What follows belongs to an exercise in optimizing a design on an open flow for small area, a short achievable clock period and few clock cycles; a production flow would make more cautious choices. Only simulation tests tie the RTL to the original design; equivalence was not proved. No activity file was given, so power comes from the tool's default toggle rates.

// flash_prog
module flash_prog (
    input             clk,
    input             rst,
    input      [7:0]  rx_data,
    input             rx_valid,
    output            rx_ready,
    output reg [7:0]  tx_data,
    output reg        tx_valid,
    input             tx_ready,
    output            bus_req,
    output            bus_we,
    output     [20:0] bus_addr,
    output     [31:0] bus_wdata,
    input             bus_ack,
    input      [31:0] bus_rdata,
    output            handed_off
);
export LEC_CHECK = 0
export CAP_MARGIN = 20
export CORE_MARGIN = 2
export CORE_UTILIZATION = 40
export CTS_CLUSTER_DIAMETER = 300
export CTS_CLUSTER_SIZE = 60
export SETUP_SLACK_MARGIN = 4.5
export SLEW_MARGIN = 20
create_clock -name core_clock -period 8.0 [get_ports {clk}]
standard.sh (not shown) runs the stock make flow with config.mk's settings and CLKGATE_MAP_FILE= SYNTH_SCRIPT=/design/flow/synth_recipe.tcl, a recipe that flattens the netlist after the stock synthesis.
==> flow/flow/run.sh <==
#!/bin/bash
# The standard layout (standard.sh: the standard flow's own ORFS make flow, unchanged synthesis), with the
# ports buffered by plain buffers instead of the delay buffers buffer_ports picks by default.
set -euo pipefail
bash standard.sh "BUFFER_PORTS_ARGS=-buffer_cell sky130_fd_sc_hd__buf_1" finish > standard.log 2>&1
The first run finished clean.
Testbench counts at the start, summed over its fixed seeds: cycles 58,432.
Next try:
--- a/flow/config.mk
+++ b/flow/config.mk
@@ -10,5 +10,3 @@
 export CORE_UTILIZATION = 40
-export CTS_CLUSTER_DIAMETER = 300
-export CTS_CLUSTER_SIZE = 60
-export SETUP_SLACK_MARGIN = 4.5
+export SETUP_SLACK_MARGIN = 4.4
 export SLEW_MARGIN = 20
After rerunning: Critical path depth is higher by 5; power is higher by 0.31%; die area stays the same; via count is lower by 0.55%; setup slack is worse by 110 ps; combinational power is higher by about 1%.

---

Starting RTL as in the previous note.
==> flow/config.mk <==
export PLATFORM = sky130hd
export DESIGN_NAME = flash_prog
export DESIGN_NICKNAME = flash_prog
export VERILOG_FILES = /design/flow/design.v
export SDC_FILE = /design/flow/constraint.sdc
export NUM_CORES = 4
export LEC_CHECK = 0
export CAP_MARGIN = 20
export CORE_MARGIN = 2
export CORE_UTILIZATION = 40
export SETUP_SLACK_MARGIN = 4.0
export SLEW_MARGIN = 20
==> flow/constraint.sdc <==
create_clock -name core_clock -period 8.0 [get_ports {clk}]
set_input_delay 1.6000 -clock core_clock [delete_from_list [all_inputs] [get_ports {clk}]]
set_output_delay 1.6000 -clock core_clock [all_outputs]
set_load 0.01 [all_outputs]
==> flow/flow/run.sh <==
#!/bin/bash
# The standard layout (standard.sh: the standard flow's own ORFS make flow, unchanged synthesis), with the
# ports buffered by plain buffers instead of the delay buffers buffer_ports picks by default.
set -euo pipefail
bash standard.sh "BUFFER_PORTS_ARGS=-buffer_cell sky130_fd_sc_hd__buf_2" finish > standard.log 2>&1
Testbench counts at the start, summed over its fixed seeds: cycles 58,432.
Change:
--- a/flow/flow/run.sh
+++ b/flow/flow/run.sh
@@ -5 +5 @@
-bash standard.sh "BUFFER_PORTS_ARGS=-buffer_cell sky130_fd_sc_hd__buf_2" finish > standard.log 2>&1
+bash standard.sh "BUFFER_PORTS_ARGS=-buffer_cell sky130_fd_sc_hd__buf_1" finish > standard.log 2>&1
SETUP_SLACK_MARGIN = 4.5   (was 4.0)
Routed wire length shrinks slightly.
Clock power rose by a few percent.
Total power came out higher slightly.
Combinational power increases by a few percent.
Change:
--- a/flow/flow/run.sh
+++ b/flow/flow/run.sh
@@ -5 +5 @@
-bash standard.sh "BUFFER_PORTS_ARGS=-buffer_cell sky130_fd_sc_hd__buf_1" finish > standard.log 2>&1
+bash standard.sh "BUFFER_PORTS_ARGS=-buffer_cell sky130_fd_sc_hd__buf_2" finish > standard.log 2>&1
SETUP_SLACK_MARGIN = 4.6   (was 4.5)
Clock power increases by about 1%.
Hold slack barely changes.
Count of clock-buffer cells in the layout decreases by 1.
Routed wire length decreases by 1.0%.
Die area does not change.
Core utilization increases by 0.73 points.
Register-to-register slack is better by 160 ps.
Global-route usage stays flat.
Change:
--- a/flow/flow/run.sh
+++ b/flow/flow/run.sh
@@ -5 +5 @@
-bash standard.sh "BUFFER_PORTS_ARGS=-buffer_cell sky130_fd_sc_hd__buf_2" finish > standard.log 2>&1
+bash standard.sh "BUFFER_PORTS_ARGS=-buffer_cell sky130_fd_sc_hd__buf_1" finish > standard.log 2>&1
GPL_TIMING_DRIVEN = 0   (was default)
SETUP_SLACK_MARGIN = 4.5   (was 4.6)
After rerunning: Count of clock-buffer cells in the layout does not change. Sequential power stays flat. Final area rises by 0.63%. Routed wire length increases by 4.7%. Final cell count came out higher by 3.3%. First-iteration DRC count climbs by 0.53%. Via count rose by 2.8%.
Change:
--- a/flow/flow/run.sh
+++ b/flow/flow/run.sh
@@ -5 +5 @@
-bash standard.sh "BUFFER_PORTS_ARGS=-buffer_cell sky130_fd_sc_hd__buf_1" finish > standard.log 2>&1
+bash standard.sh "BUFFER_PORTS_ARGS=-buffer_cell sky130_fd_sc_hd__buf_2" finish > standard.log 2>&1
GPL_TIMING_DRIVEN = default   (was 0)
=> The new run finished with timing, DRC and antenna clean; setup slack improved by 58 ps; sequential cell count stays the same; utilization is lower by 0.59 points.

[afterwards: timing with drivers on the ports]
How much do the figures lean on ideal ports? The routed layouts below were timed once more, with nothing changed but the port constraints. Step 1: set_driving_cell puts a clkbuf_16 on clk and a buf_2 on each other input, an assumption about the parent block. Step 2 times the ports against the registers' clock, not the clock port: input delays grow and output delays shrink by t, the midpoint of the rising clock arrivals with the driver on. Three values: ideal, step 1, step 2; two values: the first two.
run | t (ns) | setup WS [ns] | worst register clock-pin slew, ns
the first run of note 1 | 0.490 | 4.544 / 4.493 / 4.083 | 0.09 / 0.09
the second run of note 1 | 0.491 | 4.435 / 4.384 / 3.979 | 0.08 / 0.08
the first run of note 2 | 0.499 | 4.076 / 4.024 / 3.603 | 0.08 / 0.08
the second run of note 2 | 0.490 | 4.544 / 4.493 / 4.083 | 0.09 / 0.09
the third run of note 2 | 0.492 | 4.594 / 4.549 / 4.135 | 0.08 / 0.08
the fourth run of note 2 | 0.494 | 4.498 / 4.447 / 4.078 | 0.08 / 0.08
the fifth run of note 2 | 0.499 | 4.556 / 4.511 / 4.083 | 0.09 / 0.09
After both steps every run listed still meets setup and hold.
